This is an optimization exercise on Yosys and OpenROAD, whose aim is small area, not a production implementation.
Function was checked by simulation only, so behaviour that the tests miss may differ from the original.

==> flow/design.v <==
module pafc_add #(parameter W = 16) (
  input  wire [W-1:0] a,
  input  wire [W-1:0] b,
  input  wire         ci,
  output logic [W-1:0] s,
  output logic         co
);
  always_comb begin
    co = ci;
    for (int i = 0; i < W; i++) begin
      s[i] = a[i] ^ b[i] ^ co;
      co   = (a[i] & b[i]) | (co & (a[i] ^ b[i]));
    end
  end
endmodule
module pafc_mul16 (
  input  wire  [15:0] a,
  input  wire  [15:0] b,
  input  wire  [15:0] k,
  output logic [15:0] hi
);
  logic [31:0] s, c, pp, t;
  logic        cy;
  always_comb begin
    s = {16'd0, k};
    c = 32'd0;
    for (int j = 0; j < 16; j++) begin
      pp = {16'd0, a & {16{b[j]}}} << j;
      t  = s ^ c ^ pp;
      c  = ((s & c) | (pp & (s ^ c))) << 1;
      s  = t;
    end
    cy = 1'b0;
    for (int i = 16; i < 32; i++) begin
      hi[i-16] = s[i] ^ c[i] ^ cy;
      cy       = (s[i] & c[i]) | (cy & (s[i] ^ c[i]));
    end
  end
endmodule
module pafc_div16 (
  input  wire  [15:0] n,
  input  wire  [15:0] s,
  output logic [15:0] q
);
  logic [15:0] r;
  logic [16:0] t, d, ns;
  logic        cy;
  always_comb begin
    r  = n;
    ns = ~{1'b0, s};
    for (int i = 15; i >= 0; i--) begin
      t  = {r, 1'b0};
      cy = 1'b1;
      for (int k = 0; k < 17; k++) begin
        d[k] = t[k] ^ ns[k] ^ cy;
        cy   = (t[k] & ns[k]) | (cy & (t[k] ^ ns[k]));
      end
      q[i] = cy;
      r    = cy ? d[15:0] : t[15:0];
    end
  end
endmodule
module pafc (
  input  wire        clk,
  input  wire        rst,           
  input  wire        cmd_valid,
  input  wire [31:0] cmd,
  output reg         rsp_err,
  output reg  [31:0] rsp_data,
  input  wire        zc_pc_valid,
  input  wire [15:0] zc_pc_delay,
  input  wire        zc_cs_valid,
  input  wire [15:0] zc_cs_delay,
  output wire [15:0] pins
);
  localparam [16:0] ONE = 17'h10000;
  function automatic [15:0] lut_rom(input [6:0] i);
    case (i)
      7'd0: lut_rom = 16'hFFFF;
      7'd1: lut_rom = 16'hDFD3;
      7'd2: lut_rom = 16'hD735;
      7'd3: lut_rom = 16'hD10C;
      7'd4: lut_rom = 16'hCC11;
      7'd5: lut_rom = 16'hC7CB;
      7'd6: lut_rom = 16'hC402;
      7'd7: lut_rom = 16'hC093;
      7'd8: lut_rom = 16'hBD69;
      7'd9: lut_rom = 16'hBA77;
      7'd10: lut_rom = 16'hB7B1;
      7'd11: lut_rom = 16'hB511;
      7'd12: lut_rom = 16'hB290;
      7'd13: lut_rom = 16'hB02A;
      7'd14: lut_rom = 16'hADDC;
      7'd15: lut_rom = 16'hABA2;
      7'd16: lut_rom = 16'hA979;
      7'd17: lut_rom = 16'hA761;
      7'd18: lut_rom = 16'hA557;
      7'd19: lut_rom = 16'hA359;
      7'd20: lut_rom = 16'hA167;
      7'd21: lut_rom = 16'h9F7F;
      7'd22: lut_rom = 16'h9DA0;
      7'd23: lut_rom = 16'h9BC9;
      7'd24: lut_rom = 16'h99F9;
      7'd25: lut_rom = 16'h9831;
      7'd26: lut_rom = 16'h966E;
      7'd27: lut_rom = 16'h94B1;
      7'd28: lut_rom = 16'h92F8;
      7'd29: lut_rom = 16'h9144;
      7'd30: lut_rom = 16'h8F94;
      7'd31: lut_rom = 16'h8DE7;
      7'd32: lut_rom = 16'h8C3E;
      7'd33: lut_rom = 16'h8A97;
      7'd34: lut_rom = 16'h88F2;
      7'd35: lut_rom = 16'h874F;
      7'd36: lut_rom = 16'h85AE;
      7'd37: lut_rom = 16'h840D;
      7'd38: lut_rom = 16'h826E;
      7'd39: lut_rom = 16'h80CF;
      7'd40: lut_rom = 16'h7F30;
      7'd41: lut_rom = 16'h7D91;
      7'd42: lut_rom = 16'h7BF2;
      7'd43: lut_rom = 16'h7A51;
      7'd44: lut_rom = 16'h78B0;
      7'd45: lut_rom = 16'h770D;
      7'd46: lut_rom = 16'h7568;
      7'd47: lut_rom = 16'h73C1;
      7'd48: lut_rom = 16'h7218;
      7'd49: lut_rom = 16'h706B;
      7'd50: lut_rom = 16'h6EBB;
      7'd51: lut_rom = 16'h6D07;
      7'd52: lut_rom = 16'h6B4E;
      7'd53: lut_rom = 16'h6991;
      7'd54: lut_rom = 16'h67CE;
      7'd55: lut_rom = 16'h6606;
      7'd56: lut_rom = 16'h6436;
      7'd57: lut_rom = 16'h625F;
      7'd58: lut_rom = 16'h6080;
      7'd59: lut_rom = 16'h5E98;
      7'd60: lut_rom = 16'h5CA6;
      7'd61: lut_rom = 16'h5AA8;
      7'd62: lut_rom = 16'h589E;
      7'd63: lut_rom = 16'h5686;
      7'd64: lut_rom = 16'h545D;
      7'd65: lut_rom = 16'h5223;
      7'd66: lut_rom = 16'h4FD5;
      7'd67: lut_rom = 16'h4D6F;
      7'd68: lut_rom = 16'h4AEE;
      7'd69: lut_rom = 16'h484E;
      7'd70: lut_rom = 16'h4588;
      7'd71: lut_rom = 16'h4296;
      7'd72: lut_rom = 16'h3F6C;
      7'd73: lut_rom = 16'h3BFD;
      7'd74: lut_rom = 16'h3834;
      7'd75: lut_rom = 16'h33EE;
      7'd76: lut_rom = 16'h2EF3;
      7'd77: lut_rom = 16'h28CA;
      7'd78: lut_rom = 16'h202C;
      7'd79: lut_rom = 16'h0000;
      default: lut_rom = 16'h0000;
    endcase
  endfunction
  function automatic [13:0] lut_dif(input [6:0] i);
    case (i)
      7'd0: lut_dif = 14'h202C;
      7'd1: lut_dif = 14'h089E;
      7'd2: lut_dif = 14'h0629;
      7'd3: lut_dif = 14'h04FB;
      7'd4: lut_dif = 14'h0446;
      7'd5: lut_dif = 14'h03C9;
      7'd6: lut_dif = 14'h036F;
      7'd7: lut_dif = 14'h032A;
      7'd8: lut_dif = 14'h02F2;
      7'd9: lut_dif = 14'h02C6;
      7'd10: lut_dif = 14'h02A0;
      7'd11: lut_dif = 14'h0281;
      7'd12: lut_dif = 14'h0266;
      7'd13: lut_dif = 14'h024E;
      7'd14: lut_dif = 14'h023A;
      7'd15: lut_dif = 14'h0229;
      7'd16: lut_dif = 14'h0218;
      7'd17: lut_dif = 14'h020A;
      7'd18: lut_dif = 14'h01FE;
      7'd19: lut_dif = 14'h01F2;
      7'd20: lut_dif = 14'h01E8;
      7'd21: lut_dif = 14'h01DF;
      7'd22: lut_dif = 14'h01D7;
      7'd23: lut_dif = 14'h01D0;
      7'd24: lut_dif = 14'h01C8;
      7'd25: lut_dif = 14'h01C3;
      7'd26: lut_dif = 14'h01BD;
      7'd27: lut_dif = 14'h01B9;
      7'd28: lut_dif = 14'h01B4;
      7'd29: lut_dif = 14'h01B0;
      7'd30: lut_dif = 14'h01AD;
      7'd31: lut_dif = 14'h01A9;
      7'd32: lut_dif = 14'h01A7;
      7'd33: lut_dif = 14'h01A5;
      7'd34: lut_dif = 14'h01A3;
      7'd35: lut_dif = 14'h01A1;
      7'd36: lut_dif = 14'h01A1;
      7'd37: lut_dif = 14'h019F;
      7'd38: lut_dif = 14'h019F;
      7'd39: lut_dif = 14'h019F;
      7'd40: lut_dif = 14'h019F;
      7'd41: lut_dif = 14'h019F;
      7'd42: lut_dif = 14'h01A1;
      7'd43: lut_dif = 14'h01A1;
      7'd44: lut_dif = 14'h01A3;
      7'd45: lut_dif = 14'h01A5;
      7'd46: lut_dif = 14'h01A7;
      7'd47: lut_dif = 14'h01A9;
      7'd48: lut_dif = 14'h01AD;
      7'd49: lut_dif = 14'h01B0;
      7'd50: lut_dif = 14'h01B4;
      7'd51: lut_dif = 14'h01B9;
      7'd52: lut_dif = 14'h01BD;
      7'd53: lut_dif = 14'h01C3;
      7'd54: lut_dif = 14'h01C8;
      7'd55: lut_dif = 14'h01D0;
      7'd56: lut_dif = 14'h01D7;
      7'd57: lut_dif = 14'h01DF;
      7'd58: lut_dif = 14'h01E8;
      7'd59: lut_dif = 14'h01F2;
      7'd60: lut_dif = 14'h01FE;
      7'd61: lut_dif = 14'h020A;
      7'd62: lut_dif = 14'h0218;
      7'd63: lut_dif = 14'h0229;
      7'd64: lut_dif = 14'h023A;
      7'd65: lut_dif = 14'h024E;
      7'd66: lut_dif = 14'h0266;
      7'd67: lut_dif = 14'h0281;
      7'd68: lut_dif = 14'h02A0;
      7'd69: lut_dif = 14'h02C6;
      7'd70: lut_dif = 14'h02F2;
      7'd71: lut_dif = 14'h032A;
      7'd72: lut_dif = 14'h036F;
      7'd73: lut_dif = 14'h03C9;
      7'd74: lut_dif = 14'h0446;
      7'd75: lut_dif = 14'h04FB;
      7'd76: lut_dif = 14'h0629;
      7'd77: lut_dif = 14'h089E;
      7'd78: lut_dif = 14'h202C;
      default: lut_dif = 14'h0000;
    endcase
  endfunction
  function automatic [20:0] csu_step(input [15:0] f, input [17:0] debt,
                                     input [1:0] bal, input pol, input [18:0] sum);
    logic [17:0] d;
    logic        ok;
    begin
      d  = sum[18] ? 18'h3FFFF : sum[17:0];
      ok = (bal == 2'b00) || (!pol && bal == 2'b11) || (pol && bal == 2'b01);
      if (d[17:16] != 2'b00 && ok)
        csu_step = {1'b1, d[17:16] - 2'd1, d[15:0], pol ? bal - 2'd1 : bal + 2'd1};
      else
        csu_step = {1'b0, d, bal};
    end
  endfunction
  logic [1:0][16:0] duty_q, limit_q, min_q, max_q, mapped_q, fire_q;
  logic [1:0]       en_q, online_q, luten_q, mode_q, pnone_q;
  logic [1:0][3:0]  psel_q;
  logic [1:0][15:0] pend_q, dly_q;
  logic [15:0]      w1_q;                  
  logic [1:0][17:0] debt_q;
  logic [1:0][1:0]  bal_q;
  logic [15:0]      pin_q;
  logic [15:0]      semi_pc_q, semi_cs_q;
  logic [31:0]      cnt_pc_q;
  logic [17:0]      cnt_cs_q;              
  logic [15:0]      alarm_q;
  logic             pol_q;
  logic [3:0]       err_q;
  logic [1:0][16:0] duty_d, limit_d, min_d, max_d, mapped_d, fire_d;
  logic [1:0]       en_d, online_d, luten_d, mode_d, pnone_d;
  logic [1:0][3:0]  psel_d;
  logic [1:0][15:0] pend_d, dly_d;
  logic [15:0]      w1_d;
  logic [1:0][17:0] debt_d;
  logic [1:0][1:0]  bal_d;
  logic [15:0]      pin_d;
  logic [15:0]      semi_pc_d, semi_cs_d;
  logic [31:0]      cnt_pc_d;
  logic [17:0]      cnt_cs_d;
  logic [15:0]      alarm_d;
  logic             pol_d;
  logic [3:0]       err_d;
  assign pins = pin_q;
  always_ff @(posedge clk) begin
    duty_q    <= duty_d;
    limit_q   <= limit_d;
    min_q     <= min_d;
    max_q     <= max_d;
    mapped_q  <= mapped_d;
    fire_q    <= fire_d;
    en_q      <= en_d;
    online_q  <= online_d;
    luten_q   <= luten_d;
    mode_q    <= mode_d;
    pnone_q   <= pnone_d;
    psel_q    <= psel_d;
    pend_q    <= pend_d;
    dly_q     <= dly_d;
    w1_q      <= w1_d;
    debt_q    <= debt_d;
    bal_q     <= bal_d;
    pin_q     <= pin_d;
    semi_pc_q <= semi_pc_d;
    semi_cs_q <= semi_cs_d;
    cnt_pc_q  <= cnt_pc_d;
    cnt_cs_q  <= cnt_cs_d;
    alarm_q   <= alarm_d;
    pol_q     <= pol_d;
    err_q     <= err_d;
  end
  wire [1:0] pc_ch  = en_q & ~mode_q;
  wire [1:0] cs_ch  = en_q & mode_q;
  wire       run_pc = |pc_ch;
  wire       run_cs = |cs_ch;
  wire [1:0][15:0] psel_oh;
  assign psel_oh[0] = 16'd1 << psel_q[0];
  assign psel_oh[1] = 16'd1 << psel_q[1];
  wire [31:0] cnt_pc_inc;
  wire        cnt_pc_co;
  pafc_add #(32) u_cinc (.a(cnt_pc_q), .b(32'd0), .ci(1'b1), .s(cnt_pc_inc), .co(cnt_pc_co));
  wire        cnt_pc_max = (cnt_pc_q == 32'h7FFFFFFF);
  wire [31:0] t1_cnt_pc  = cnt_pc_max ? cnt_pc_q : cnt_pc_inc;
  wire [31:0] s1_cnt_pc  = run_pc ? t1_cnt_pc : cnt_pc_q;
  wire [1:0] pend_le;
  genvar g;
  generate
    for (g = 0; g < 2; g = g + 1) begin : t1c
      wire [15:0] dd;
      wire        ge;
      pafc_add #(16) cmpa (.a(t1_cnt_pc[15:0]), .b(~pend_q[g]), .ci(1'b1), .s(dd), .co(ge));
      assign pend_le[g] = !t1_cnt_pc[31] && ((|t1_cnt_pc[30:16]) || ge);
    end
  endgenerate
  wire [1:0]  fire1    = pc_ch & ~pnone_q & pend_le;
  wire        t1_alarm = |fire1;
  wire [1:0]  s1_pnone = pnone_q | fire1;
  wire [1:0]  rem1     = pc_ch & ~s1_pnone;      
  wire [15:0] s1_alarm = (t1_alarm && |rem1) ? (rem1[0] ? pend_q[0] : pend_q[1]) : alarm_q;
  wire [17:0] t1_cnt_cs;
  wire        cnt_cs_co;
  pafc_add #(18) u_csinc (.a(cnt_cs_q), .b(18'd0), .ci(1'b1), .s(t1_cnt_cs), .co(cnt_cs_co));
  wire        semi_cs_nz = |semi_cs_q;
  wire [16:0] t1_cs_d;
  wire        t1_cs_ge;
  pafc_add #(17) u_cscmp (.a(t1_cnt_cs[16:0]), .b(~{1'b0, semi_cs_q}), .ci(1'b1), .s(t1_cs_d), .co(t1_cs_ge));
  wire        t1_bound  = run_cs && semi_cs_nz && !t1_cnt_cs[17] && t1_cs_ge;
  wire [17:0] s1_cnt_cs = !run_cs ? cnt_cs_q : (!semi_cs_nz || t1_bound) ? 18'd0 : t1_cnt_cs;
  logic [1:0][17:0] s1_debt;
  logic [1:0][1:0]  s1_bal;
  logic [1:0]       dec1_on;      
  logic [1:0]       dec1_pin;
  wire              s1_pol = pol_q ^ t1_bound;
  generate
    for (g = 0; g < 2; g = g + 1) begin : t1d
      wire [17:0] sm;
      wire        sco;
      pafc_add #(18) ad (.a(debt_q[g]), .b({2'b00, fire_q[g][15:0]}), .ci(1'b0), .s(sm), .co(sco));
      wire [20:0] r = csu_step(fire_q[g][15:0], debt_q[g], bal_q[g], pol_q, {sco, sm});
      wire        fz = (fire_q[g] == 17'd0);
      wire        act = t1_bound && cs_ch[g];
      assign dec1_on[g]  = act;
      assign dec1_pin[g] = fire_q[g][16] ? 1'b1 : fz ? 1'b0 : r[20];
      assign s1_debt[g]  = (act && !fire_q[g][16] && !fz) ? r[19:2] : debt_q[g];
      assign s1_bal[g]   = (act && !fire_q[g][16] && !fz) ? r[1:0]  : bal_q[g];
    end
  endgenerate
  logic [15:0] s1_pin;
  always_comb begin
    s1_pin = pin_q;
    for (int c = 0; c < 2; c++) begin
      if (fire1[c])   s1_pin = s1_pin | psel_oh[c];
      if (dec1_on[c]) s1_pin = dec1_pin[c] ? (s1_pin | psel_oh[c]) : (s1_pin & ~psel_oh[c]);
    end
  end
  wire        zc2   = zc_pc_valid && run_pc;
  wire        pc_s0 = (semi_pc_q == 16'd0);
  wire [1:0]  z2_act;
  wire [1:0]  z2_lvl, z2_pn, z2_tim, z2_set;
  wire [1:0][15:0] z2_pend;
  generate
    for (g = 0; g < 2; g = g + 1) begin : z2c
      wire        f1   = fire_q[g][16];
      wire        f0   = (fire_q[g] == 17'd0) || pc_s0;
      wire        lo   = (dly_q[g] < 16'd100);
      wire [15:0] pv   = lo ? 16'd100 : dly_q[g];
      wire [15:0] df;
      wire        ge;
      pafc_add #(16) sb (.a({1'b0, zc_pc_delay[14:0]}), .b(~pv), .ci(1'b1), .s(df), .co(ge));
      wire        over = !zc_pc_delay[15] && ge;
      wire        late_ok = (df[15:6] == 10'd0) && (df[5:0] <= 6'd50);
      assign z2_act[g]  = zc2 && pc_ch[g];
      assign z2_set[g]  = !f1 && !f0;
      assign z2_pend[g] = pv;
      assign z2_lvl[g]  = f1 || (z2_set[g] && over && late_ok);
      assign z2_pn[g]   = f1 || f0 || over;
      assign z2_tim[g]  = z2_set[g] && over && !late_ok;
    end
  endgenerate
  logic [1:0][15:0] s2_pend;
  logic [1:0]       s2_pnone;
  logic [15:0]      s2_pin;
  logic             s2_timing;
  always_comb begin
    s2_pin    = s1_pin;
    s2_timing = 1'b0;
    for (int c = 0; c < 2; c++) begin
      s2_pend[c]  = (z2_act[c] && z2_set[c]) ? z2_pend[c] : pend_q[c];
      s2_pnone[c] = z2_act[c] ? z2_pn[c] : s1_pnone[c];
      if (z2_act[c]) begin
        s2_pin    = z2_lvl[c] ? (s2_pin | psel_oh[c]) : (s2_pin & ~psel_oh[c]);
        s2_timing = s2_timing | z2_tim[c];
      end
    end
  end
  wire [31:0] s2_cnt_pc = zc2 ? {{16{zc_pc_delay[15]}}, zc_pc_delay} : s1_cnt_pc;
  wire [15:0] p2_df;
  wire        p1_ge_p0;
  pafc_add #(16) u_pcmp (.a(s2_pend[1]), .b(~s2_pend[0]), .ci(1'b1), .s(p2_df), .co(p1_ge_p0));
  wire [1:0]  pend2    = pc_ch & ~s2_pnone;
  wire [15:0] min2     = (pend2 == 2'b11) ? (p1_ge_p0 ? s2_pend[0] : s2_pend[1])
                                          : (pend2[0] ? s2_pend[0] : s2_pend[1]);
  wire        s2_armed = |pend2;
  wire [15:0] s2_alarm = (zc2 && s2_armed) ? min2 : s1_alarm;
  wire        zc3  = zc_cs_valid && run_cs && semi_cs_nz;
  wire [16:0] h3_d;
  wire        h3_ge;
  pafc_add #(17) u_hcmp (.a(s1_cnt_cs[16:0]), .b(~{2'b00, semi_cs_q[15:1]}), .ci(1'b1), .s(h3_d), .co(h3_ge));
  wire        early3 = s1_cnt_cs[17] || !h3_ge;
  wire        t3_bound = zc3 && !early3 && !zc_cs_delay[15];
  wire [17:0] ahead3;
  wire        ahead3_co;
  pafc_add #(18) u_ahead (.a({2'b00, semi_cs_q}), .b({{2{zc_cs_delay[15]}}, zc_cs_delay}), .ci(1'b0),
                          .s(ahead3), .co(ahead3_co));
  wire [17:0] t3_t = {{2{zc_cs_delay[15]}}, zc_cs_delay};
  wire [17:0] s3_cnt_cs = !zc3 ? s1_cnt_cs : (early3 || !zc_cs_delay[15]) ? t3_t : ahead3;
  logic [1:0][17:0] s3_debt;
  logic [1:0][1:0]  s3_bal;
  logic [1:0]       dec3_on, dec3_pin;
  wire              s3_pol = s1_pol ^ t3_bound;
  generate
    for (g = 0; g < 2; g = g + 1) begin : t3d
      wire [17:0] sm;
      wire        sco;
      pafc_add #(18) ad (.a(s1_debt[g]), .b({2'b00, fire_q[g][15:0]}), .ci(1'b0), .s(sm), .co(sco));
      wire [20:0] r = csu_step(fire_q[g][15:0], s1_debt[g], s1_bal[g], s1_pol, {sco, sm});
      wire        fz = (fire_q[g] == 17'd0);
      wire        act = t3_bound && cs_ch[g];
      assign dec3_on[g]  = act;
      assign dec3_pin[g] = fire_q[g][16] ? 1'b1 : fz ? 1'b0 : r[20];
      assign s3_debt[g]  = (act && !fire_q[g][16] && !fz) ? r[19:2] : s1_debt[g];
      assign s3_bal[g]   = (act && !fire_q[g][16] && !fz) ? r[1:0]  : s1_bal[g];
    end
  endgenerate
  logic [15:0] s3_pin;
  always_comb begin
    s3_pin = s2_pin;
    for (int c = 0; c < 2; c++)
      if (dec3_on[c]) s3_pin = dec3_pin[c] ? (s3_pin | psel_oh[c]) : (s3_pin & ~psel_oh[c]);
  end
  wire [3:0]  op  = cmd[31:28];
  wire [3:0]  chn = cmd[27:24];
  wire [23:0] imm = cmd[23:0];
  wire        ci  = chn[0];
  logic illegal;
  always_comb begin
    case (op)
      4'h0: illegal = (cmd != 32'd0);
      4'h1: illegal = (chn[3:1] != 3'd0) || (imm[23:9] != 15'd0);
      4'h2: illegal = (chn[3:1] != 3'd0) || (imm != 24'd0);
      4'h3, 4'h4, 4'h5, 4'h6: illegal = (chn[3:1] != 3'd0);
      4'h7, 4'h8: illegal = (chn[3:1] != 3'd0) || (imm[23:1] != 23'd0);
      4'h9: illegal = (chn[3:1] != 3'd0) || (imm[23:16] != 8'd0);
      4'hA: illegal = (chn[3:1] != 3'd0) || (imm[23:8] != 16'd0) || (imm[7:0] > 8'd9);
      4'hB: illegal = (chn[3:1] != 3'd0) || (imm[23:8] != 16'd0) || (imm[7:0] > 8'd5);
      4'hC: illegal = (chn != 4'd0) || (imm > 24'd79);
      4'hD: illegal = (chn != 4'd0) || (imm[23:8] != 16'd0);
      default: illegal = 1'b1;
    endcase
  end
  wire cmd_ok     = cmd_valid && !illegal;
  wire is_begin   = cmd_ok && op == 4'h1;
  wire is_end     = cmd_ok && op == 4'h2;
  wire is_setduty = cmd_ok && op == 4'h3;
  wire is_setlim  = cmd_ok && op == 4'h4;
  wire is_setmin  = cmd_ok && op == 4'h5;
  wire is_setmax  = cmd_ok && op == 4'h6;
  wire is_online  = cmd_ok && op == 4'h7;
  wire is_setlut  = cmd_ok && op == 4'h8;
  wire is_setsemi = cmd_ok && op == 4'h9;
  wire is_clrerr  = cmd_ok && op == 4'hD;
  wire        tc_en     = en_q[ci];
  wire        tc_mode   = mode_q[ci];
  wire        tc_luten  = luten_q[ci];
  wire        tc_online = online_q[ci];
  wire [3:0]  tc_psel   = psel_q[ci];
  wire [16:0] tc_duty   = duty_q[ci];
  wire [16:0] tc_limit  = limit_q[ci];
  wire [16:0] tc_min    = min_q[ci];
  wire [16:0] tc_max    = max_q[ci];
  wire        oc        = ~ci;            
  wire begin_conflict = en_q[oc] && (psel_q[oc] == imm[3:0]);
  wire begin_pin_err  = is_begin && !tc_en && ((imm[7:4] != 4'd0) || begin_conflict);
  wire begin_lut_err  = is_begin && !tc_en && !begin_pin_err && tc_luten &&
                        ((imm[8] ? semi_cs_q : semi_pc_q) == 16'd0);
  wire begin_ok       = is_begin && !tc_en && !begin_pin_err && !begin_lut_err;
  wire end_do         = is_end && tc_en;
  wire lut_err        = is_setlut && imm[0] && ((tc_mode ? semi_cs_q : semi_pc_q) == 16'd0);
  wire setlut_ok      = is_setlut && !lut_err;
  wire semi_conflict  = (mode_q[0] == chn[0] && luten_q[0]) || (mode_q[1] == chn[0] && luten_q[1]);
  wire semi_err       = is_setsemi && imm[15:0] == 16'd0 && semi_conflict;
  wire setsemi_ok     = is_setsemi && !semi_err;
  assign semi_pc_d = rst ? 16'd0 : (setsemi_ok && !chn[0]) ? imm[15:0] : semi_pc_q;
  assign semi_cs_d = rst ? 16'd0 : (setsemi_ok &&  chn[0]) ? imm[15:0] : semi_cs_q;
  wire [16:0] c0 = imm[23] ? 17'd0 : (imm[22:16] != 7'd0) ? ONE : imm[16:0];
  wire [16:0] cy = is_setmin ? tc_max : is_setmax ? tc_min : is_setduty ? tc_limit : tc_duty;
  wire [16:0] cl_d;
  wire        c0_ge;
  pafc_add #(17) u_clamp (.a(c0), .b(~cy), .ci(1'b1), .s(cl_d), .co(c0_ge));
  wire [16:0] c_lo = c0_ge ? cy : c0;      
  wire [16:0] c_hi = c0_ge ? c0 : cy;      
  wire [16:0] nt_duty = (is_setduty || is_setlim) ? c_lo : tc_duty;
  wire [16:0] nt_min  = is_setmin ? c_lo : tc_min;
  wire [16:0] nt_max  = is_setmax ? c_hi : tc_max;
  wire [16:0] nt_lim  = is_setlim ? c0 : tc_limit;
  wire [16:0] mdiff;
  wire        mdiff_co;
  pafc_add #(17) u_mdiff (.a(nt_max), .b(~nt_min), .ci(1'b1), .s(mdiff), .co(mdiff_co));
  wire        slot_b = setsemi_ok;
  wire [15:0] sB_y;
  wire [15:0] sB_k;
  wire [15:0] m1_a = slot_b ? sB_y : nt_duty[15:0];
  wire [15:0] m1_b = slot_b ? imm[15:0] : mdiff[15:0];
  wire [15:0] m1_k = slot_b ? sB_k : 16'd0;
  wire [15:0] m1_hi;
  pafc_mul16 u_m1 (.a(m1_a), .b(m1_b), .k(m1_k), .hi(m1_hi));
  wire [16:0] map_sum;
  wire        map_co;
  pafc_add #(17) u_madd (.a(nt_min), .b({1'b0, m1_hi}), .ci(1'b0), .s(map_sum), .co(map_co));
  wire [16:0] map_res = nt_duty[16] ? nt_max : mdiff[16] ? nt_duty : map_sum;
  wire [16:0] sA_m   = slot_b ? mapped_q[0] : map_res;
  wire        sA_lut = slot_b ? luten_q[0] : (setlut_ok ? imm[0] : tc_luten);
  wire        nt_mode = begin_ok ? imm[8] : tc_mode;
  wire [15:0] sA_s   = slot_b ? imm[15:0] : (nt_mode ? semi_cs_q : semi_pc_q);
  wire [15:0] sl_lo;
  wire [6:0]  sl_hi;
  wire [22:0] sl_a = {1'b0, sA_m[15:0], 6'd0};
  wire [22:0] sl_b = {3'd0, sA_m[15:0], 4'd0};
  wire [22:0] sl_ab;
  wire        sl_co1, sl_co2;
  pafc_add #(23) u_sl1 (.a(sl_a), .b(sl_b), .ci(1'b0), .s(sl_ab), .co(sl_co1));
  wire [22:0] slot;
  pafc_add #(23) u_sl2 (.a(sl_ab), .b(~{7'd0, sA_m[15:0]}), .ci(1'b1), .s(slot), .co(sl_co2));
  wire [6:0]  idx  = slot[22:16];
  wire [15:0] frac = slot[15:0];
  wire        is_getlut = (op == 4'hC);
  wire [15:0] rom_a = lut_rom(is_getlut ? imm[6:0] : idx);
  wire [13:0] rom_d = lut_dif(idx);
  wire [15:0] ip_hi;
  pafc_mul16 u_m2 (.a({2'b00, rom_d}), .b(frac), .k(16'd0), .hi(ip_hi));
  wire [15:0] sA_w;
  wire        sA_wco;
  pafc_add #(16) u_wadd (.a(~rom_a), .b(ip_hi), .ci(1'b1), .s(sA_w), .co(sA_wco));
  wire [15:0] sA_y = sA_lut ? sA_w : sA_m[15:0];
  wire [15:0] sA_k = {~sA_lut, 15'h7FFF};
  wire [15:0] sA_h;
  pafc_mul16 u_m3 (.a(sA_y), .b(sA_s), .k(sA_k), .hi(sA_h));
  wire [15:0] sA_dly;
  wire        sA_dco;
  pafc_add #(16) u_sAd (.a(sA_s), .b(~sA_h), .ci(1'b1), .s(sA_dly), .co(sA_dco));
  wire [15:0] sA_q;
  pafc_div16 u_dA (.n(sA_h), .s(sA_s), .q(sA_q));
  wire [16:0] sA_fire = !sA_lut ? sA_m :
                        (sA_m == 17'd0) ? 17'd0 :
                        sA_m[16] ? ONE :
                        (sA_dly == 16'd0) ? ONE : {1'b0, sA_q};
  wire        sB_lut = luten_q[1];
  assign sB_y = sB_lut ? w1_q : mapped_q[1][15:0];
  assign sB_k = {~sB_lut, 15'h7FFF};
  wire [15:0] sB_h = m1_hi;
  wire [15:0] sB_dly;
  wire        sB_dco;
  pafc_add #(16) u_sBd (.a(imm[15:0]), .b(~sB_h), .ci(1'b1), .s(sB_dly), .co(sB_dco));
  wire [15:0] sB_q;
  pafc_div16 u_dB (.n(sB_h), .s(imm[15:0]), .q(sB_q));
  wire [16:0] sB_fire = !sB_lut ? mapped_q[1] :
                        (mapped_q[1] == 17'd0) ? 17'd0 :
                        mapped_q[1][16] ? ONE :
                        (sB_dly == 16'd0) ? ONE : {1'b0, sB_q};
  assign w1_d = (!slot_b && !is_getlut && ci) ? sA_w : w1_q;
  logic [1:0] clr_pin;
  generate
    for (g = 0; g < 2; g = g + 1) begin : chan
      wire        t      = (ci == g);
      wire        sdt    = t && (is_setduty || is_setlim || is_setmin || is_setmax ||
                                 (is_online && imm[0]) || setlut_ok || begin_ok);
      wire        sds    = setsemi_ok && (mode_q[g] == chn[0]);
      wire        sd     = sdt || sds;
      wire        onl_n  = (is_online && t) ? imm[0] : online_q[g];
      wire        lut_n  = (setlut_ok && t) ? imm[0] : luten_q[g];
      wire        mode_n = (begin_ok && t)  ? imm[8] : mode_q[g];
      wire [3:0]  psel_n = (begin_ok && t)  ? imm[3:0] : psel_q[g];
      wire        en_n   = (begin_ok && t) ? 1'b1 : (end_do && t) ? 1'b0 : en_q[g];
      wire [16:0] calc   = (sds && g == 1) ? sB_fire : sA_fire;
      wire [15:0] cdly   = (sds && g == 1) ? sB_dly  : sA_dly;
      wire        off1   = is_online && t && !imm[0];
      wire [16:0] fire_n = off1 ? 17'd0 : sd ? (onl_n ? calc : 17'd0) : fire_q[g];
      wire        applyoff = en_n && ((sd && onl_n && fire_n == 17'd0) || off1);
      assign clr_pin[g] = applyoff || (begin_ok && t) || (end_do && t);
      always_comb begin
        if (rst) begin
          duty_d[g]   = 17'd0;
          limit_d[g]  = ONE;
          min_d[g]    = 17'd0;
          max_d[g]    = ONE;
          mapped_d[g] = 17'd0;
          fire_d[g]   = 17'd0;
          en_d[g]     = 1'b0;
          online_d[g] = 1'b0;
          luten_d[g]  = 1'b0;
          mode_d[g]   = 1'b0;
          psel_d[g]   = 4'd0;
          pnone_d[g]  = 1'b1;
          pend_d[g]   = 16'd0;
          dly_d[g]    = dly_q[g];
          debt_d[g]   = 18'd0;
          bal_d[g]    = 2'd0;
        end else begin
          duty_d[g]   = t ? nt_duty : duty_q[g];
          limit_d[g]  = t ? nt_lim  : limit_q[g];
          min_d[g]    = t ? nt_min  : min_q[g];
          max_d[g]    = t ? nt_max  : max_q[g];
          mapped_d[g] = sdt ? map_res : mapped_q[g];
          fire_d[g]   = fire_n;
          en_d[g]     = en_n;
          online_d[g] = onl_n;
          luten_d[g]  = lut_n;
          mode_d[g]   = mode_n;
          psel_d[g]   = psel_n;
          pnone_d[g]  = s2_pnone[g] | clr_pin[g];
          pend_d[g]   = s2_pend[g];
          dly_d[g]    = sd ? cdly : dly_q[g];
          debt_d[g]   = s3_debt[g];
          bal_d[g]    = s3_bal[g];
        end
      end
    end
  endgenerate
  wire [1:0] pend4 = pc_ch & ~s2_pnone & ~clr_pin;
  always_comb begin
    pin_d = s3_pin;
    for (int c = 0; c < 2; c++)
      if (clr_pin[c]) pin_d = pin_d & ~(16'd1 << psel_d[c]);
    cnt_pc_d = s2_cnt_pc;
    cnt_cs_d = s3_cnt_cs;
    pol_d    = s3_pol;
    if (begin_ok && !imm[8] && !run_pc) cnt_pc_d = 32'd0;               
    if (begin_ok &&  imm[8] && !run_cs) begin                           
      cnt_cs_d = 18'd0;
      pol_d    = 1'b0;
    end
    if (end_do && !tc_mode && !(|(en_d & ~mode_d))) cnt_pc_d = 32'd0;   
    if (end_do &&  tc_mode && !(|(en_d &  mode_d))) cnt_cs_d = 18'd0;   
    if (setsemi_ok && chn[0] && imm[15:0] == 16'd0) cnt_cs_d = 18'd0;
    if (pend4 == 2'b11)  alarm_d = p1_ge_p0 ? s2_pend[0] : s2_pend[1];
    else if (pend4[0])   alarm_d = s2_pend[0];
    else if (pend4[1])   alarm_d = s2_pend[1];
    else                 alarm_d = s2_alarm;
    err_d = err_q | {s2_timing, begin_lut_err | lut_err | semi_err, begin_pin_err,
                     cmd_valid && illegal};
    if (is_clrerr) err_d = err_d & ~imm[3:0];
    if (rst) begin
      pin_d    = 16'd0;
      cnt_pc_d = 32'd0;
      cnt_cs_d = 18'd0;
      pol_d    = 1'b0;
      alarm_d  = 16'd0;
      err_d    = 4'd0;
    end
  end
  logic [1:0]  phase;
  logic        pinlvl;
  logic [31:0] ctrl;
  always_comb begin
    pinlvl = s3_pin[tc_psel] & tc_en;
    if (!tc_en)              phase = 2'd0;
    else if (!s2_pnone[ci])  phase = 2'd1;
    else if (pinlvl)         phase = 2'd2;
    else                     phase = 2'd0;
    ctrl = {12'd0, tc_psel, 6'd0, phase, 1'b0, pinlvl,
            (tc_duty >= tc_max), (tc_online && tc_duty != 17'd0),
            tc_mode, tc_luten, tc_online, tc_en};
    rsp_err  = 1'b0;
    rsp_data = 32'd0;
    if (!rst && cmd_valid) begin
      if (illegal || begin_pin_err || begin_lut_err || lut_err || semi_err) begin
        rsp_err = 1'b1;
      end else begin
        case (op)
          4'h3: rsp_data = {31'd0, tc_online & tc_en};                     
          4'hA: begin                                                      
            case (imm[3:0])
              4'd0: rsp_data = {15'd0, tc_duty};
              4'd1: rsp_data = {15'd0, tc_limit};
              4'd2: rsp_data = {15'd0, tc_min};
              4'd3: rsp_data = {15'd0, tc_max};
              4'd4: rsp_data = {15'd0, mapped_q[ci]};
              4'd5: rsp_data = {15'd0, fire_q[ci]};
              4'd6: rsp_data = ctrl;
              4'd7: rsp_data = s2_pnone[ci] ? 32'h00010000 : {16'd0, s2_pend[ci]};
              4'd8: rsp_data = {14'd0, s3_debt[ci]};
              default: rsp_data = {{30{s3_bal[ci][1]}}, s3_bal[ci]};
            endcase
          end
          4'hB: begin                                                      
            case (imm[2:0])
              3'd0: rsp_data = {16'd0, chn[0] ? semi_cs_q : semi_pc_q};
              3'd1: rsp_data = chn[0] ? {{14{s3_cnt_cs[17]}}, s3_cnt_cs} : s2_cnt_pc;
              3'd2: rsp_data = {16'd0, chn[0] ? semi_cs_q : s2_alarm};
              3'd3: rsp_data = chn[0] ? {29'd0, s3_pol, run_cs && semi_cs_nz, run_cs}
                                      : {29'd0, 1'b0, s2_armed, run_pc};
              3'd4: rsp_data = {28'd0, err_q | {s2_timing, 3'b000}};
              default: rsp_data = {16'd0, s3_pin};
            endcase
          end
          4'hC: rsp_data = {16'd0, rom_a};                                 
          4'h0: rsp_data = 32'd0;                                          
          default: rsp_data = 32'd1;                                       
        endcase
      end
    end
  end
endmodule
==> flow/run.sh <==
#!/bin/bash
# synth_recipe.tcl (not shown) runs the flow's synth.tcl, then flattens the netlist and writes it again
# the make line also repeats each setting of config.mk as NAME=value (left out here)
make -C /OpenROAD-flow-scripts/flow DESIGN_CONFIG=/design/flow/config.mk WORK_HOME=/design/flow/orfs CLKGATE_MAP_FILE= SYNTH_SCRIPT=/design/flow/synth_recipe.tcl finish
==> flow/config.mk <==
export PLATFORM = sky130hd
export DESIGN_NAME = pafc
export DESIGN_NICKNAME = pafc
export VERILOG_FILES = /design/flow/design.v
export SDC_FILE = /design/flow/constraint.sdc
export NUM_CORES = 4
export LEC_CHECK = 0
export ABC_AREA = 1
export ABC_CLOCK_PERIOD_IN_PS = 1000000
export CAP_MARGIN = 20
export CORE_MARGIN = 2
export CORE_UTILIZATION = 30
export PLACE_DENSITY = 0.4
export SLEW_MARGIN = 20
==> flow/constraint.sdc <==
create_clock -name core_clock -period 1000.0 [get_ports {clk}]
set_input_delay 200.0000 -clock core_clock [delete_from_list [all_inputs] [get_ports {clk}]]
set_output_delay 200.0000 -clock core_clock [all_outputs]
set_load 0.01 [all_outputs]
==> out/metrics.yaml, run 1 <==
worst_setup_path:
  crit_top_cell: "nand2_1"
  reg2reg_depth: 549
  critPathMaxFanout: 40
  critical-path-top-delay-family: "adder cells"
  worstSetupStartpointType: "primary input"
  crit_required_ns: 800.00
  rrSetupSlack_ns: 835.67
  critPathArrivalTime_ns: 231.26
  reg2reg_from: "max_q[2]$_SDFFE_PP0N_"
  cpMaxStageDelayCell: "clkdlybuf4s50_1"
  r2r-end: "alarm_q[15]$_SDFF_PP0_"
  crit_start: "cmd[1]"
  cp.depth: 121
  end_kind: "output port"
  worstSetupPathType: "primary input to output port"
  critical-path-max-stage-delay_ns: 0.68
  path_buf_inv: 22
clock_network:
  clock-sinks: 461
  hold_buffers: 0
  clk_latency_ns: 0.72
  cts-root-buf: "clkbuf_16"
  cts.path.max_buffers: 3
  ctsResizeCount: 0
  cts.clk_slew.worst_paths_ns: 0.06
  cts_buffers: 61
  cts_setup_buffers: 0
  htree_num_levels: 2
  cts_tree: "yes"
synthesis:
  ys_types: 82
  ys_seq_area_share_pct: 12.0
  syn_area_per_cell_um2: 7.11
  ys.flop_type: "dfxtp_1"
  synth_warnings: 8
  synth_enable_flop_cells: 48
  yosys_register_bits: 461
  ys_async_sr_fraction_pct: 0
  syn_inst: 11300
  syn_area_um2: 80600
global_route:
  grt_util_met3_pct: 2.99
  antenna_found_initial: 16
  grt_util_all_layers_pct: 27.2
  overflow: 0
  use_met2_pct: 42.5
  busiest_layer: "met2"
  grt_pass1_vias: 76700
  grt_max_degree: 180
  grt_pass1_wl_mm: 546
  use_met1_pct: 38.7
finish:
  postLayoutCoreUtil_pct: 32.9
  register_area_um2: 9710
  syn_to_final_growth_pct: 9.15
  multi_input_area_um2: 62300
  drive_gt1_share_pct: 5.88
  fillCellCount: 29100
  finalNetCount: 12900
sta:
  hold_viol_final: 0
  rsz0062_at_grt: "false"
  slew_headroom_pct: 22.2
  fin_crit_sh_pct: 43.1
  setup-tns-final_ns: 0
  worst_pin_slew_ns: 1.17
  final_max_slew_viol_count: 0
  fin_crit_ns: 431.26
  finalClockSkew_ns: 0.0259
  setup_viol_count_final: 0
  fmax_ghz: 0.00232
die:
  pin_count: 118
  dieHeight_um: 522
  die_w_um: 522
  die-area_um2: 273000
  num_rows: 190
  core-area_um2: 267000
  initial_core_util_pct: 30.1
placed_design:
  hpwl_mm: 306
  finalWeightedCongestion: 0.974
  port_buffers: 117
min_path:
  holdPathEnd: "limit_q[33]$_SDFFE_PP1P_"
  hold_path.class: "flop to flop"
  holdPathStages: 2
  hp-start: "limit_q[33]$_SDFFE_PP1P_"
routing:
  drc_errors: 0
  routed-via-count: 77000
  routedWlPerCell_um: 25.2
  vias_per_cell: 5.19
  wl_mm: 373
  drtAntennaViolNets: 0
  dr.pass1.iters: 6
  drt_iter0_markers: 6977
job:
  maxCapViolations: 0
run_status:
  status: "no timing/DRC/antenna violations"
[routing by layer]
metal	share of wire (%)	vias up
met3	5.6	509
met5	0.0086	-
met2	44	2438
met1	46	38400
met4	4.2	6
li1	-	35600
[metrics by stage]
| step | worst slack, ns | hold slack [ns] | instance area, µm² | std cells |
|---|---|---|---|---|
| after floorplan | 575.34 | 0.440 | 80600 | 11300 |
| after global placement | 569.21 | 0.450 | 85800 | 14700 |
| after detailed placement | 569.09 | 0.456 | 85900 | 14700 |
| after CTS | 569.07 | 0.471 | 87900 | 14800 |
| after global routing | 566.80 | 0.500 | 87900 | 14800 |
| final | 568.74 | 0.470 | 87900 | 14800 |
[synthesized netlist by cell type (all sizes together), types with 68 or more instances]
cell | count | area share [%]
nand2 | 2898 | 14
inv | 1608 | 7.5
nor2 | 1318 | 6.3
fa | 1233 | 31
o21ai | 850 | 5.3
nand3 | 700 | 4.7
clkbuf | 433 | 2.0
a21oi | 417 | 2.6
dfxtp | 413 | 10
ha | 384 | 6.0
buf | 146 | 1.2
o211ai | 118 | 1.1
nand4 | 85 | 0.68
or2 | 68 | 0.53
[state kept, by name, summed over array words and instances, names as in the netlist, 2 cells and up]
signal and count:
alarm_q 16, bal_q 4, cnt_cs_q 18, cnt_pc_q 32, debt_q 36, dly_q 32
duty_q 34, en_q 2, err_q 4, fire_q 34, limit_q 34, luten_q 2
mapped_q 34, max_q 34, min_q 34, mode_q 2, online_q 2, pend_q 32
pin_q 16, pnone_q 2, psel_q 8, semi_cs_q 16, semi_pc_q 16, w1_q 16
[final cells by class]
cell class              instances  area share, %
clock buffers                  83           1.93
diodes                          6         0.0171
repair buffers                405           3.72
well taps                    3552           5.05
clock inverters                28          0.400
multi-input cells            8651           70.8
flip-flops and latches        461           11.0
inverters                    1643           7.03
[cells by family after synthesis]
kind of cell             share of synthesized area, %
AO/OA/AOI/OAI                                    13.0
XOR/XNOR                                        0.511
adder cells (fa/ha/maj)                          36.6
buffers and inverters                            10.9
flip-flops                                       12.0
multiplexers                                    0.186
AND/OR/NAND/NOR                                  26.8
[layout by cell type, fill, tap and decap left out, drive strengths merged, types with 48 or more instances in the layout]
cell type,count
or2,68
edfxtp,48
fa,1233
ha,384
nand3,700
a21oi,417
nand2,2898
nor2,1318
buf,304
clkdlybuf4s50,100
clkbuf,84
o211ai,118
clkinv,50
o21a,48
nand4,85
o21ai,850
dfxtp,413
inv,1610
[worst max path at each step]
stage / to / slack (ns)
2_1_floorplan: rsp_data[4] / 575.34
4_1_cts: rsp_data[0] / 569.07
6_report: rsp_data[1] / 568.74
3_5_place_dp: rsp_data[0] / 569.09
5_1_grt: rsp_data[6] / 566.80
3_3_place_gp: rsp_data[2] / 569.21
[worst register-to-register path, delay by kind of cell, from the launching register on]
family	cells	cell delay (ns)
adders and majority gates	310	128.28
xor gates and xnor gates	1	0.17
AOI/OAI and AO/OA	15	3.92
and+or+nand+nor	130	17.07
buffers and inverters	93	14.51
DFF	1	0.31
==> run 2, diff against run 1 <==
--- a/flow/design.v
+++ b/flow/design.v
@@ -625,5 +625,5 @@
           psel_d[g]   = 4'd0;
           pnone_d[g]  = 1'b1;
-          pend_d[g]   = 16'd0;
+          pend_d[g]   = s2_pend[g];         
           dly_d[g]    = dly_q[g];
           debt_d[g]   = 18'd0;
==> flow/flow/run.sh (new file) <==
#!/bin/bash
# Own layout flow: the standard synthesis and layout, unchanged except
# that the port buffers are the smallest buffer cell and the clock tree's
# leaf clusters are larger and carry no dummy loads.
# Each tool writes its full output to a log file of its own in the work folder.
set -euo pipefail
W=$(pwd)
bash standard.sh synth > $W/flow_synth.log 2>&1
bash standard.sh finish \
  "BUFFER_PORTS_ARGS=-buffer_cell sky130_fd_sc_hd__buf_1" \
  "CTS_ARGS=-sink_clustering_enable -repair_clock_nets -sink_clustering_size 20 -sink_clustering_max_diameter 100 -dont_use_dummy_load" \
  > $W/flow_finish.log 2>&1
==> flow/standard.sh (new file) <==
#!/bin/bash
# synth_recipe.tcl (not shown) runs the flow's synth.tcl, then flattens the netlist and writes it again
# the make line also repeats each setting of config.mk as NAME=value (left out here)
make -C /OpenROAD-flow-scripts/flow DESIGN_CONFIG=/design/flow/config.mk WORK_HOME=/design/flow/orfs CLKGATE_MAP_FILE= SYNTH_SCRIPT=/design/flow/synth_recipe.tcl "${@:-finish}"
--- a/flow/config.mk
+++ b/flow/config.mk
@@ -6,5 +6,4 @@
 export NUM_CORES = 4
 export LEC_CHECK = 0
-export ABC_AREA = 1
 export ABC_CLOCK_PERIOD_IN_PS = 1000000
 export CAP_MARGIN = 20
removed: flow/run.sh
==> run 2 against run 1 <==
- still clean on timing, DRC and antenna
- via count shrank 6.3%
- synthesized cell count shrank 16%
- first-iteration DRC count shrank 6.6%
- synthesized area fell by 2.0%
==> out/metrics.yaml, run 2 <==
global_route:
  antenna_found_initial: 27
  overflow: 0
  grt_pass1_wl_mm: 532
  grt_util_all_layers_pct: 27.3
  grt_max_degree: 120
  grt_pass1_vias: 72100
worst_setup_path:
  reg2reg_depth: 492
  cpMaxStageDelayCell: "nor4_1"
  worstSetupStartpointType: "primary input"
  reg2reg_from: "duty_q[20]$_SDFFE_PP0P_"
  rrSetupSlack_ns: 830.98
  critPathArrivalTime_ns: 231.75
  crit_top_cell: "fa_1"
  r2r-end: "alarm_q[2]$_SDFF_PP0_"
  worstSetupPathType: "primary input to output port"
  critical-path-max-stage-delay_ns: 0.88
  end_kind: "output port"
  critPathMaxFanout: 73
  crit_required_ns: 800.00
clock_network:
  cts.path.max_buffers: 3
  hold_buffers: 0
  cts_setup_buffers: 0
  cts-root-buf: "clkbuf_16"
  cts_buffers: 34
  cts_tree: "yes"
  ctsResizeCount: 0
  clock-sinks: 461
  clk_latency_ns: 0.71
  htree_num_levels: 2
  cts.clk_slew.worst_paths_ns: 0.08
finish:
  finalNetCount: 11000
  final_cell_mix: "nor2_1 (1458), fa_1 (1233), nand2_1 (988)"
  final_common_cell: "nor2_1"
  drive_gt1_share_pct: 9.00
  regMostFlops: "debt_q"
  postLayoutCoreUtil_pct: 32.4
  largest_register_ff_count: 36
  syn_to_final_growth_pct: 7.71
sta:
  hold_viol_final: 0
  fmax_ghz: 0.00232
  final_max_slew_viol_count: 0
  worst_pin_slew_ns: 1.26
  fin_crit_sh_pct: 43.2
  setup_viol_count_final: 0
  setup-tns-final_ns: 0
  rsz0062_at_grt: "false"
  slew_headroom_pct: 15.3
  finalClockSkew_ns: 0.119
  finalWorstSetupSlack_ns: 568.25
  fin_crit_ns: 431.75
job:
  maxCapViolations: 0
die:
  pin_count: 118
  initial_core_util_pct: 30.1
  die_w_um: 517
  core-area_um2: 262000
  dieHeight_um: 517
  num_rows: 188
  die-area_um2: 267000
synthesis:
  syn_inst: 9481
  yosys.area.top_type: "fa_1"
  synth_enable_flop_cells: 48
  ys_async_sr_fraction_pct: 0
  ys_types: 120
  syn_area_per_cell_um2: 8.33
  yosys-top-cells-area: "fa_1 (31%), dfxtp_1 (10%), nor2_1 (7.0%), ha_1 (6.1%), nand2_1 (4.7%)"
  synth_warnings: 8
  syn_area_um2: 78900
  yosysMostFrequentCell: "nor2_1"
  yosys_register_bits: 461
  ys_seq_area_share_pct: 12.3
  ys.flop_type: "dfxtp_1"
  netlist_top_cells_count: "nor2_1 (1463), fa_1 (1233), nand2_1 (990)"
  yosysTopAreaCellShare_pct: 31.3
routing:
  routedWlPerCell_um: 28.7
  vias_per_cell: 5.61
  drt_iter0_markers: 6515
  dr.pass1.iters: 6
  wl_mm: 369
  routed-via-count: 72200
  drc_errors: 0
  drtAntennaViolNets: 0
min_path:
  holdPathStages: 2
  holdPathEnd: "duty_q[16]$_SDFFE_PP0N_"
  hold_path.class: "flop to flop"
  hp-start: "duty_q[16]$_SDFFE_PP0N_"
placed_design:
  finalWeightedCongestion: 0.971
  port_buffers: 117
  dp_slack_ns: 568.40
  hpwl_mm: 298
run_status:
  status: "no timing/DRC/antenna violations"
-- run 2: cell count changes after synthesis, moves of 89 or more --
cell	delta
mux2_2	+220
nand2b_1	+96
a211oi_1	+89
nand3_1	-554
o21ai_0	-368
a21oi_1	+327
mux2i_1	+244
nor3_1	+104
nor2_1	+165
inv_1	-778
nand2_1	-1860
-- run 2: layer usage --
layer	vias to the layer above	wire length (µm)	GRT usage [%]
li1	32000	-	-
met1	37000	162000	37.1
met2	2628	168000	43.8
met3	537	23500	3.96
met4	26	15900	9.83
met5	-	165	0.0180
-- run 2: layout make-up --
cell class / instances / area [µm²]
diodes: 8 / 20.0
clock buffers: 34 / 851
fillers: 28000 / 177000
inverters: 821 / 3090
multi-input cells: 7626 / 64300
flip-flops and latches: 461 / 9710
well taps: 3515 / 4400
repair buffers: 409 / 2670
-- run 2: kinds of logic after synthesis --
family          count (synthesis)  share of synthesized area (%)
flops                         461                           12.3
compound gates               2197                           18.1
xor+xnor                       47                          0.545
fa+ha+maj                    1617                           37.4
mux                           503                           7.08
simple gates                 3262                           17.9
buf+inv                      1394                           6.71
-- run 2: worst max path at each step --
stage	start	endpoint	slack (ns)	cells after the start
3_5_place_dp	cmd[5]	rsp_data[9]	568.40	97
3_3_place_gp	cmd[5]	rsp_data[9]	568.25	95
4_1_cts	cmd[5]	rsp_data[9]	568.41	97
2_1_floorplan	cmd[24]	rsp_data[4]	572.13	97
6_report	cmd[1]	rsp_data[11]	568.25	95
5_1_grt	cmd[5]	rsp_data[9]	566.58	98
-- run 2: critical path: cells and delay by family --
kind,cells,cell delay [ns]
adder cells (fa/ha/maj),37,15.03
AO/OA/AOI/OAI,23,6.88
buffers and inverters,17,4.66
AND/OR/NAND/NOR,14,4.14
multiplexers,3,0.71
XOR/XNOR,1,0.15
-- run 2: per-stage QoR --
| stage | area, µm² | hold WS, ns | std cells |
|---|---|---|---|
| after floorplan | 78900 | 0.440 | 9481 |
| after global placement | 84100 | 0.449 | 12800 |
| after detailed placement | 84100 | 0.458 | 12800 |
| after CTS | 85000 | 0.469 | 12900 |
| after global routing | 85000 | 0.491 | 12900 |
| final | 85000 | 0.469 | 12900 |
==> run 3, diff against run 2 <==
==> flow/flow/run.sh (replaced) <==
#!/bin/bash
# Own layout flow: the standard synthesis, then the combinational cells
# and half adders are re-mapped by ABC with an area-oriented script
# (registers, full adders and tie cells are kept as the standard synthesis
# made them), then the standard layout from floorplan to finish.
# Each tool writes its full output to a log file of its own in the work folder.
set -euo pipefail
W=$(pwd)
F=$W/flow
R=$W/orfs/results/$FLOW_PLATFORM/pafc/base
LIB=$FLOW_HOME/platforms/$FLOW_PLATFORM/lib/sky130_fd_sc_hd__tt_025C_1v80.lib
YOSYS=$FLOW_HOME/../tools/install/yosys/bin/yosys
[[ -x $YOSYS ]] || YOSYS=$(command -v yosys)

# 1. the standard synthesis, unchanged
bash standard.sh synth > $W/flow_synth.log 2>&1

# 2. re-map the combinational logic
python3 $F/genmodels.py $LIB > $W/cellmodels.v 2> $W/flow_genmodels.log
# the half adders are re-mapped too
cat >> $W/cellmodels.v <<'EOV'
module sky130_fd_sc_hd__ha_1(A, B, COUT, SUM);
  input A, B;
  output COUT, SUM;
  assign SUM = A ^ B;
  assign COUT = A & B;
endmodule
EOV
cp $R/1_2_yosys.v $W/std_1_2_yosys.v
DU=""
for c in probe_p_8 probec_p_8 lpflow_bleeder_1 lpflow_clkbufkapwr_1 lpflow_clkbufkapwr_16 \
  lpflow_clkbufkapwr_2 lpflow_clkbufkapwr_4 lpflow_clkbufkapwr_8 lpflow_clkinvkapwr_1 \
  lpflow_clkinvkapwr_16 lpflow_clkinvkapwr_2 lpflow_clkinvkapwr_4 lpflow_clkinvkapwr_8 \
  lpflow_decapkapwr_12 lpflow_decapkapwr_3 lpflow_decapkapwr_4 lpflow_decapkapwr_6 \
  lpflow_decapkapwr_8 lpflow_inputiso0n_1 lpflow_inputiso0p_1 lpflow_inputiso1n_1 \
  lpflow_inputiso1p_1 lpflow_inputisolatch_1 lpflow_isobufsrc_1 lpflow_isobufsrc_16 \
  lpflow_isobufsrc_2 lpflow_isobufsrc_4 lpflow_isobufsrc_8 lpflow_isobufsrckapwr_16 \
  lpflow_lsbuf_lh_hl_isowell_tap_1 lpflow_lsbuf_lh_hl_isowell_tap_2 \
  lpflow_lsbuf_lh_hl_isowell_tap_4 lpflow_lsbuf_lh_isowell_4 lpflow_lsbuf_lh_isowell_tap_1 \
  lpflow_lsbuf_lh_isowell_tap_2 lpflow_lsbuf_lh_isowell_tap_4; do
  DU="$DU -dont_use sky130_fd_sc_hd__$c"
done
cat > $W/reabc.ys <<EOS
read_liberty -lib $LIB
read_verilog -overwrite $W/cellmodels.v
read_verilog $W/std_1_2_yosys.v
hierarchy -check -top $FLOW_TOP
flatten
techmap
opt -fast -purge
tee -o $W/reabc_before.txt stat -liberty $LIB
abc -liberty $LIB $DU -script $F/area.abc
opt_clean -purge
write_verilog -noattr -nohex -nodec $W/reabc_mapped.v
EOS
$YOSYS -s $W/reabc.ys > $W/flow_reabc.log 2>&1
# second pass on the mapped netlist, every cell read from the library
cat > $W/reabc2.ys <<EOS
read_liberty -lib $LIB
read_verilog $W/reabc_mapped.v
hierarchy -check -top $FLOW_TOP
splitnets
opt_clean -purge
hilomap -singleton -hicell sky130_fd_sc_hd__conb_1 HI -locell sky130_fd_sc_hd__conb_1 LO
insbuf -buf sky130_fd_sc_hd__buf_4 A X
tee -o $W/reabc_after.txt stat -liberty $LIB
check -assert -mapped
write_verilog -noattr -nohex -nodec $W/reabc_1_2_yosys.v
EOS
$YOSYS -s $W/reabc2.ys > $W/flow_reabc2.log 2>&1
cp $W/reabc_1_2_yosys.v $R/1_2_yosys.v
rm -f $R/1_synth.odb

# 3. the standard layout from the new netlist
bash standard.sh finish > $W/flow_finish.log 2>&1
==> flow/flow/area.abc (new file) <==
&get -n
&st
&deepsyn -T 90
&put
amap
topo
==> flow/flow/genmodels.py (new file) <==
#!/usr/bin/env python3
# Writes Verilog models (assign statements) of the single-output combinational
# cells of a liberty file, from their function attributes.
import re, sys
lib = open(sys.argv[1]).read()
skip = re.compile(r'(fa_|ha_|fah|dfxtp|dfrtp|dfstp|dfbbn|dfbbp|dfrbp|dfrtn|dfsbp|dfxbp|edf|sdf|dlx|dlr|dlc|sdlc|conb|tap|fill|decap|diode|probe|lpflow|macro|ebuf|einv|bufbuf|clkdlybuf)')
out = []
for m in re.finditer(r'\n\s*cell\s*\(\s*"?(\w+)"?\s*\)\s*\{', lib):
    name = m.group(1)
    start = m.end()
    depth = 1; i = start
    while depth:
        c = lib[i]
        if c == '{': depth += 1
        elif c == '}': depth -= 1
        i += 1
    body = lib[start:i]
    short = name.split('__')[-1]
    if skip.match(short): continue
    pins = []
    for pm in re.finditer(r'\n\s*pin\s*\(\s*"?(\w+)"?\s*\)\s*\{', body):
        pn = pm.group(1); j = pm.end(); d = 1
        while d:
            c = body[j]
            if c == '{': d += 1
            elif c == '}': d -= 1
            j += 1
        pb = body[pm.end():j]
        dirm = re.search(r'direction\s*:\s*"?(\w+)"?', pb)
        fm = re.search(r'\bfunction\s*:\s*"([^"]*)"', pb)
        pins.append((pn, dirm.group(1) if dirm else None, fm.group(1) if fm else None))
    outs = [p for p in pins if p[1] == 'output']
    ins = [p for p in pins if p[1] == 'input']
    if len(outs) != 1 or outs[0][2] is None: continue
    f = outs[0][2]
    f = f.replace('!', '~').replace('*', '&').replace('+', '|')
    # implicit AND by juxtaposition ("A B") -> "&"
    f = re.sub(r'(\w|\))\s+(?=[\w(~])', r'\1&', f)
    out.append('module %s(%s);\n' % (name, ', '.join([p[0] for p in ins] + [outs[0][0]])) +
               ''.join('  input %s;\n' % p[0] for p in ins) +
               '  output %s;\n  assign %s = %s;\nendmodule\n' % (outs[0][0], outs[0][0], f))
sys.stdout.write(''.join(out))
==> run 3 against run 2 <==
- maximum frequency is 0.72% lower
- clock-buffer cell count is 46 higher
- critical endpoint is now rsp_data[2]
- critical path type unchanged
- core utilization is 1.8 points higher
- first-iteration DRC count is 6.9% higher
- synthesized cell count is 19% lower
==> out/metrics.yaml, run 3 <==
run_status:
  status: "no timing/DRC/antenna violations"
sta:
  setup-tns-final_ns: 0
  rsz0062_at_grt: "false"
  setup_viol_count_final: 0
  worst_pin_slew_ns: 1.41
  holdWs_ns: 0.444
  fin_crit_ns: 434.90
  fmax_ghz: 0.00230
  final_max_slew_viol_count: 0
  slew_headroom_pct: 4.95
  hold_viol_final: 0
  finalClockSkew_ns: 0.0595
  fin_crit_sh_pct: 43.5
worst_setup_path:
  end_kind: "output port"
  cpMaxStageDelayCell: "fa_1"
  worstSetupStartpointType: "primary input"
  endpoint: "rsp_data[2]"
  r2r-end: "alarm_q[8]$_SDFF_PP0_"
  crit_required_ns: 800.00
  critPathMaxFanout: 37
  worstSetupPathType: "primary input to output port"
  critical-path-max-stage-delay_ns: 0.99
  reg2reg_from: "duty_q[0]$_SDFFE_PP0N_"
  crit_start: "cmd[17]"
  reg2reg_depth: 470
  rrSetupSlack_ns: 832.43
  critPathArrivalTime_ns: 234.90
  crit_top_cell: "fa_1"
clock_network:
  hold_buffers: 0
  clock-sinks: 461
  htree_num_levels: 2
  cts-root-buf: "clkbuf_16"
  ctsResizeCount: 0
  cts_setup_buffers: 0
  cts.path.max_buffers: 3
  cts.clk_slew.worst_paths_ns: 0.06
  cts_tree: "yes"
  cts_buffers: 57
  clk_latency_ns: 0.72
finish:
  largest_register_ff_count: 36
  final_cell_mix: "nor2_1 (1360), clkinv_1 (1252), fa_1 (1233)"
  final_common_cell: "nor2_1"
  final_cell_count_no_fill: 11000
  syn_to_final_growth_pct: 13.6
  regMostFlops: "debt_q"
  postLayoutCoreUtil_pct: 34.3
  finalNetCount: 9378
  drive_gt1_share_pct: 5.39
routing:
  dr.pass1.iters: 9
  drtAntennaViolNets: 0
  vias_per_cell: 5.89
  routed-via-count: 64700
  drc_errors: 0
  routedWlPerCell_um: 31.9
  drt_iter0_markers: 6964
  wl_mm: 350
synthesis:
  syn_area_um2: 65500
  syn_inst: 7633
  synth_warnings: 8
  syn_area_per_cell_um2: 8.58
placed_design:
  finalWeightedCongestion: 1.04
  port_buffers: 117
  hpwl_mm: 286
  dp.cells: 10900
min_path:
  hold_path.class: "flop to flop"
die:
  num_rows: 171
  pin_count: 118
  die-area_um2: 222000
  core-area_um2: 217000
  die_w_um: 471
  initial_core_util_pct: 30.2
  dieHeight_um: 471
job:
  maxCapViolations: 0
global_route:
  overflow: 0
  grt_pass1_wl_mm: 501
  grt_max_degree: 72
  grt_pass1_vias: 65300
  antenna_found_initial: 14
  grt_util_all_layers_pct: 31.1
==> run 3: how the worst min path moves through the flow <==
stage / start / endpoint / cells past startpoint
2_1_floorplan: err_q[2]$_SDFF_PP0_ / err_q[2]$_SDFF_PP0_ / 2
3_3_place_gp: err_q[1]$_SDFF_PP0_ / err_q[1]$_SDFF_PP0_ / 2
3_5_place_dp: err_q[2]$_SDFF_PP0_ / err_q[2]$_SDFF_PP0_ / 2
4_1_cts: err_q[2]$_SDFF_PP0_ / err_q[2]$_SDFF_PP0_ / 2
5_1_grt: err_q[2]$_SDFF_PP0_ / err_q[2]$_SDFF_PP0_ / 2
6_report: err_q[2]$_SDFF_PP0_ / err_q[2]$_SDFF_PP0_ / 2
==> run 3: per-layer routing <==
metal  track usage (%)  part of all wire, %
met2              47.9                   44
met5                 0               0.0060
met4              14.3                  5.6
met3              4.29                  6.5
met1              43.1                   44
==> run 3: area by class of cell <==
| cell class | count | area [µm²] |
|---|---|---|
| Antenna cell | 4 | 10.0 |
| Clock buffer | 80 | 1640 |
| Clock inverter | 25 | 370 |
| Fill cell | 23000 | 143000 |
| Inverter | 1258 | 4720 |
| Multi-Input combinational cell | 5899 | 51200 |
| Sequential cell | 461 | 9710 |
| Tap cell | 2854 | 3570 |
| Timing Repair Buffer | 399 | 3200 |
==> run 3: stage by stage <==
| stage | setup slack (ns) | cell area, µm² |
|---|---|---|
| 6_report | 565.10 | 74400 |
| 3_3_place_gp | 565.33 | 72400 |
| 5_1_grt | 563.69 | 74400 |
| 3_5_place_dp | 565.59 | 72400 |
| 2_1_floorplan | 568.89 | 65500 |
| 4_1_cts | 565.55 | 74400 |
==> run 3: critical path: cells and delay by family <==
family / cells / cell delay [ns]
adder cells (fa/ha/maj): 32 / 15.56
buffers and inverters: 27 / 7.11
AO/OA/AOI/OAI: 28 / 8.35
AND/OR/NAND/NOR: 13 / 3.80

==> static timing again, ports no longer ideal <==
No port has a modelled driver above. Below, the same layouts with a new extraction and two added sets of constraints.
Step 1: set_driving_cell puts a clkbuf_16 on clk and a buf_2 on each other input, an assumption about the parent block.
Step 2 also shifts input and output timing later by t, the mid clock arrival at the registers, as if the neighbouring blocks saw the same clock.
Three values: no drivers, after step 1, after step 2; two values: the first two.
run | shift t [ns] | slack for setup (ns) | hold slack, ns | cell pins on the clock port's net
run 1 | 0.798 | 568.739 / 568.710 / 568.710 | 0.470 / 0.470 / 0.470 | 1
run 2 | 0.775 | 568.250 / 568.226 / 568.226 | 0.469 / 0.469 / 0.469 | 1
run 3 | 0.774 | 565.096 / 565.073 / 565.073 | 0.444 / 0.444 / 0.444 | 1
After both steps setup and hold are still met in every run listed. The setup slack of run 1, which loses most, moves by -0.029 ns with the drivers and by -0.029 ns with both steps.
